From an optimization exercise on the open Yosys and OpenROAD flow, aimed at small area, a short achievable clock period and few clock cycles; shortcuts taken in it are not production practice. Only simulation tests tie the RTL to the original design; equivalence was not proved. Power and IR drop assume default switching activity.

==> flow/design.v (excerpt) <==
module gfce (
    input  wire        clk,
    input  wire        rst,
    input  wire        cmd_valid,
    input  wire [63:0] cmd_data,
    output wire        cmd_rsp_valid,
    output wire [63:0] cmd_rsp_data,
    input  wire        cfg_valid,
    input  wire [63:0] cfg_data,
    output wire        cfg_rsp_valid,
    output wire [63:0] cfg_rsp_data,
    output wire        mem_rd_en,
    output wire [31:0] mem_rd_addr,
    input  wire [7:0]  mem_rd_data,
    output wire        mem_wr_en,
    output wire [31:0] mem_wr_addr,
    output wire [7:0]  mem_wr_data
);
    localparam OP_STRMCFG   = 8'h01;
    localparam OP_STRMFREE  = 8'h02;
    localparam OP_NEGOTIATE = 8'h03;
    localparam OP_PROCESS   = 8'h04;
    localparam OP_CONFIGURE = 8'h05;
    localparam OP_RBSET     = 8'h06;
    localparam OP_RBGET     = 8'h07;
    localparam OP_RBADVR    = 8'h08;
    localparam OP_RBADVW    = 8'h09;
    localparam OP_GETST     = 8'h0A;
    localparam OP_GETGAIN   = 8'h0B;
    localparam RC_OK       = 3'd0;
    localparam RC_UNSUP    = 3'd1;
    localparam RC_NOTRES   = 3'd2;
    localparam RC_BADCMD   = 3'd3;
    localparam RC_BADARG   = 3'd4;
    localparam RC_BADRING  = 3'd5;
    integer i;
    reg        rst_q;
    reg        cv, fv;
    reg [63:0] cq;
    reg        f_legal, f_a_bad;
    reg [2:0]  f_ch;
    reg [30:0] f_gain;
    always @(posedge clk) begin
        rst_q <= rst;
        cv    <= cmd_valid & ~rst;
        fv    <= cfg_valid & ~rst;
        cq    <= cmd_data;
        f_legal <= (cfg_data[63:56] == OP_CONFIGURE) && (cfg_data[47:32] == 16'd0);
        f_a_bad <= cfg_data[55:51] != 5'd0;
  ...
Size: ~6200 cells after synthesis, about 1100 flip-flops, ~63000 µm² of cells after synthesis.
export LEC_CHECK = 0
export CAP_MARGIN = 20
export CORE_MARGIN = 2
export CORE_UTILIZATION = 55
export CTS_BUF_LIST = sky130_fd_sc_hd__clkbuf_16 sky130_fd_sc_hd__clkbuf_8
export CTS_CLUSTER_DIAMETER = 80
export CTS_CLUSTER_SIZE = 30
export PLACE_DENSITY = 0.7
export SLEW_MARGIN = 20
create_clock -name core_clock -period 30.0 [get_ports {clk}]
standard.sh (not shown) runs the stock make flow with config.mk's settings and CLKGATE_MAP_FILE= SYNTH_SCRIPT=/design/flow/synth_recipe.tcl, a recipe that flattens the netlist after the stock synthesis.
==> flow/flow/run.sh <==
#!/bin/bash
# Layout: the standard flow (standard.sh, with its unchanged standard
# synthesis) with two layout choices:
#  - the port buffers are sky130_fd_sc_hd__buf_2 instead of the default pick
#    (a slow delay buffer);
set -euo pipefail
bash standard.sh \
  "BUFFER_PORTS_ARGS=-buffer_cell sky130_fd_sc_hd__buf_2" \
  "SETUP_SLACK_MARGIN=23.0" \
  finish > standard.log 2>&1
The first run finished with timing, DRC and antenna clean.
Testbench counts at the start, summed over its fixed seeds: cycles 135,742.
Edit:
- CTS_BUF_LIST: sky130_fd_sc_hd__clkbuf_16 sky130_fd_sc_hd__clkbuf_8 -> unset
- CTS_CLUSTER_DIAMETER: 80 -> unset
- CTS_CLUSTER_SIZE: 30 -> unset
Worst setup slack gains 0.021 ns.
Power is higher by about 14%.
Utilization rises by 1.6 points.
Clock-buffer cell count rises by 75.
Cell count came out higher by 1.4%.
Design area grows by about 2.6%.

* * *

Another version of the RTL of gfce (not shown whole).
Size in the first run: ~1100 flip-flops, about 340 I/O pins, about 0.063 mm² of cells after synthesis.
## gfce
module gfce (
    input  wire        clk,
    input  wire        rst,
    input  wire        cmd_valid,
    input  wire [63:0] cmd_data,
    output wire        cmd_rsp_valid,
    output wire [63:0] cmd_rsp_data,
    input  wire        cfg_valid,
    input  wire [63:0] cfg_data,
    output wire        cfg_rsp_valid,
    output wire [63:0] cfg_rsp_data,
    output wire        mem_rd_en,
    output wire [31:0] mem_rd_addr,
    input  wire [7:0]  mem_rd_data,
    output wire        mem_wr_en,
    output wire [31:0] mem_wr_addr,
    output wire [7:0]  mem_wr_data
);
    localparam OP_STRMCFG   = 8'h01;
    localparam OP_STRMFREE  = 8'h02;
    localparam OP_NEGOTIATE = 8'h03;
    localparam OP_PROCESS   = 8'h04;
    localparam OP_CONFIGURE = 8'h05;
    localparam OP_RBSET     = 8'h06;
    localparam OP_RBGET     = 8'h07;
    localparam OP_RBADVR    = 8'h08;
    localparam OP_RBADVW    = 8'h09;
    localparam OP_GETST     = 8'h0A;
    localparam OP_GETGAIN   = 8'h0B;
    localparam RC_OK       = 3'd0;
    localparam RC_UNSUP    = 3'd1;
    localparam RC_NOTRES   = 3'd2;
    localparam RC_BADCMD   = 3'd3;
    localparam RC_BADARG   = 3'd4;
    localparam RC_BADRING  = 3'd5;
    integer i;
    reg        rst_q;
    reg        cv, fv;
    reg [7:0]  cq_op;
    reg        cq_ahi, cq_bhi, cq_rsv;
    reg [3:0]  cq_a, cq_b;
    reg [31:0] cq_imm;
    reg        f_legal, f_a_bad;
    reg [2:0]  f_ch;
    reg [30:0] f_gain;
    always @(posedge clk) begin
        rst_q <= rst;
        cv    <= cmd_valid & ~rst;
        fv    <= cfg_valid & ~rst;
        cq_op  <= cmd_data[63:56];
        cq_ahi <= cmd_data[55:52] != 4'd0;
        cq_a   <= cmd_data[51:48];
        cq_bhi <= cmd_data[47:44] != 4'd0;
        cq_b   <= cmd_data[43:40];
        cq_rsv <= cmd_data[39:32] != 8'd0;
        cq_imm <= cmd_data[31:0];
        f_legal <= (cfg_data[63:56] == OP_CONFIGURE) && (cfg_data[47:32] == 16'd0);
        f_a_bad <= cfg_data[55:51] != 5'd0;
        f_ch    <= cfg_data[50:48];
  ...
export LEC_CHECK = 0
export CAP_MARGIN = 20
export CORE_MARGIN = 2
export CORE_UTILIZATION = 55
export CTS_BUF_LIST = sky130_fd_sc_hd__clkbuf_16 sky130_fd_sc_hd__clkbuf_8
export CTS_CLUSTER_DIAMETER = 70
export CTS_CLUSTER_SIZE = 25
export PLACE_DENSITY = 0.7
export SLEW_MARGIN = 20
create_clock -name core_clock -period 30.0 [get_ports {clk}]
Scripts as last shown in full above: flow/flow/run.sh
The first run finished clean.
Testbench counts at the start, summed over its fixed seeds: cycles 135,742.
Then changed:
--- a/flow/flow/run.sh
+++ b/flow/flow/run.sh
@@ -9 +9 @@
-  "SETUP_SLACK_MARGIN=23.0" \
+  "SETUP_SLACK_MARGIN=22.6" \
Final cell count is lower slightly.
Wire length decreases slightly.
Synthesized cell count does not change.

* * *

## trial 47
gfce, a different RTL version from the one above (not shown whole).
Size: ~1,100 flip-flops, about 64,000 um^2 of cells after synthesis.
==> flow/config.mk <==
export PLATFORM = sky130hd
export DESIGN_NAME = gfce
export DESIGN_NICKNAME = gfce
export VERILOG_FILES = /design/flow/design.v
export SDC_FILE = /design/flow/constraint.sdc
export NUM_CORES = 4
export LEC_CHECK = 0
export CAP_MARGIN = 20
export CORE_MARGIN = 2
export CORE_UTILIZATION = 55
export CTS_BUF_LIST = sky130_fd_sc_hd__clkbuf_16 sky130_fd_sc_hd__clkbuf_8
export CTS_CLUSTER_DIAMETER = 70
export CTS_CLUSTER_SIZE = 25
export PLACE_DENSITY = 0.7
export SLEW_MARGIN = 20
==> flow/constraint.sdc <==
create_clock -name core_clock -period 30.0 [get_ports {clk}]
set_input_delay 6.0000 -clock core_clock [delete_from_list [all_inputs] [get_ports {clk}]]
set_output_delay 6.0000 -clock core_clock [all_outputs]
set_load 0.01 [all_outputs]
==> flow/flow/run.sh <==
#!/bin/bash
# Layout: the standard flow (standard.sh, with its unchanged standard
# synthesis) with two layout choices:
#  - the port buffers are sky130_fd_sc_hd__buf_2 instead of the default pick
#    (a slow delay buffer);
set -euo pipefail
bash standard.sh \
  "BUFFER_PORTS_ARGS=-buffer_cell sky130_fd_sc_hd__buf_2" \
  "SETUP_SLACK_MARGIN=22.4" \
  finish > standard.log 2>&1
Looking at the reports, trial 47 completed the entire flow and the layout it produced met the timing, DRC and antenna checks.
Testbench counts of trial 47, summed over its fixed seeds: cycles 136,304.
The inputs of trial 44 differ from those of trial 47 as listed below.
-- flow/flow/run.sh --
<<< trial 47, line 9
  "SETUP_SLACK_MARGIN=22.4" \
>>> trial 44, line 9
  "SETUP_SLACK_MARGIN=22.6" \
--- outcome ---
Sort trial 47 and trial 44 by worst setup slack desc -> top: trial 44
~same post-route non-filler standard cell count in trial 47 and trial 44
Post-route total power of trial 47 is on par with trial 44.
Delta (trial 44 minus trial 47): met3 usage in global routing climbed 0.61 points; number of nets at the end of the flow shows no meaningful change; wire length of the first global-routing pass barely changed.
Of trial 47 and trial 44, trial 44 shows the lower worst slew margin relative to its limit, with trial 47 above it.

* * *

main:
Another version of the RTL of gfce (not shown whole).
Size in the first run: about 6700 cells after synthesis, roughly 1100 flip-flops, roughly 340 I/O pins, roughly 62000 um^2 of cells after synthesis.
Design gfce, start of the top module:
module gfce (
    input  wire        clk,
    input  wire        rst,
    input  wire        cmd_valid,
    input  wire [63:0] cmd_data,
    output wire        cmd_rsp_valid,
    output wire [63:0] cmd_rsp_data,
    input  wire        cfg_valid,
    input  wire [63:0] cfg_data,
    output wire        cfg_rsp_valid,
    output wire [63:0] cfg_rsp_data,
    output wire        mem_rd_en,
    output wire [31:0] mem_rd_addr,
    input  wire [7:0]  mem_rd_data,
    output wire        mem_wr_en,
    output wire [31:0] mem_wr_addr,
    output wire [7:0]  mem_wr_data
);
export LEC_CHECK = 0
export ABC_AREA = 1
export CAP_MARGIN = 20
export CORE_MARGIN = 2
export CORE_UTILIZATION = 55
export CTS_BUF_LIST = sky130_fd_sc_hd__clkbuf_16 sky130_fd_sc_hd__clkbuf_8
export CTS_CLUSTER_DIAMETER = 70
export CTS_CLUSTER_SIZE = 25
export PLACE_DENSITY = 0.7
export SLEW_MARGIN = 20
create_clock -name core_clock -period 30.0 [get_ports {clk}]
==> flow/flow/run.sh <==
#!/bin/bash
# Layout: the standard flow (standard.sh, with its unchanged standard
# synthesis) with two layout choices:
#  - the port buffers are sky130_fd_sc_hd__buf_2 instead of the default pick
#    (a slow delay buffer);
set -euo pipefail
bash standard.sh \
  "BUFFER_PORTS_ARGS=-buffer_cell sky130_fd_sc_hd__buf_2" \
  "SETUP_SLACK_MARGIN=22.6" \
  finish > standard.log 2>&1
Testbench counts of main, summed over its fixed seeds: cycles 135,742.
Input changes introduced in the feature branch (baseline for comparison: main):
Settings: clearing ABC_AREA, which used to be 1.
Notes after the runs:
- main and the feature branch ended up with nearly the same total track usage.
- [compare] base=main new=the feature branch: chip width increased by 3.5 um relative to the old numbers; utilization after layout decreased by 1.2 points relative to the old numbers.
- The feature branch went all the way through the flow, and no timing, DRC or antenna check failed.

==> static timing again, ports no longer ideal <==
Ports are ideal in the flow. The routed layouts listed here were re-timed in OpenROAD. Step 1 sets driving cells, clkbuf_16 on the clock port and buf_2 on the other inputs (assumed; they add their load-dependent delay and slew). Step 2 also shifts input and output timing later by t, the mid clock arrival at the registers, as if the neighbouring blocks saw the same clock. Three values: ideal ports, drivers, drivers and shift; two values: the first two.
| run | t, ns | slack for setup (ns) | worst setup path after step 2 | slew at the worst register clock pin (ns) | cell pins on the clock port's net |
|---|---|---|---|---|---|
| the first run of note 1 | 0.807 | 22.718 / 22.642 / 22.809 | input to register | 0.12 / 0.12 | 1 |
| the second run of note 1 | 0.804 | 22.739 / 22.656 / 22.705 | input to register | 0.07 / 0.07 | 1 |
| the first run of note 2 | 0.768 | 22.656 / 22.575 / 23.097 | input to register | 0.10 / 0.10 | 1 |
| the second run of note 2 | 0.773 | 22.627 / 22.544 / 22.724 | input to register | 0.10 / 0.10 | 1 |
| trial 47 | 0.776 | 22.379 / 22.297 / 22.630 | register to register | 0.10 / 0.10 | 1 |
| trial 44 | 0.780 | 22.595 / 22.512 / 22.650 | input to register | 0.10 / 0.10 | 1 |
| main | 0.764 | 22.610 / 22.533 / 22.650 | register to register | 0.10 / 0.10 | 1 |
| the feature branch | 0.774 | 22.624 / 22.547 / 22.710 | register to register | 0.10 / 0.10 | 1 |
After both steps every run listed still meets setup and hold. The setup slack of the second run of note 1, which loses most, moves by -0.083 ns with the drivers and by -0.034 ns with both steps.
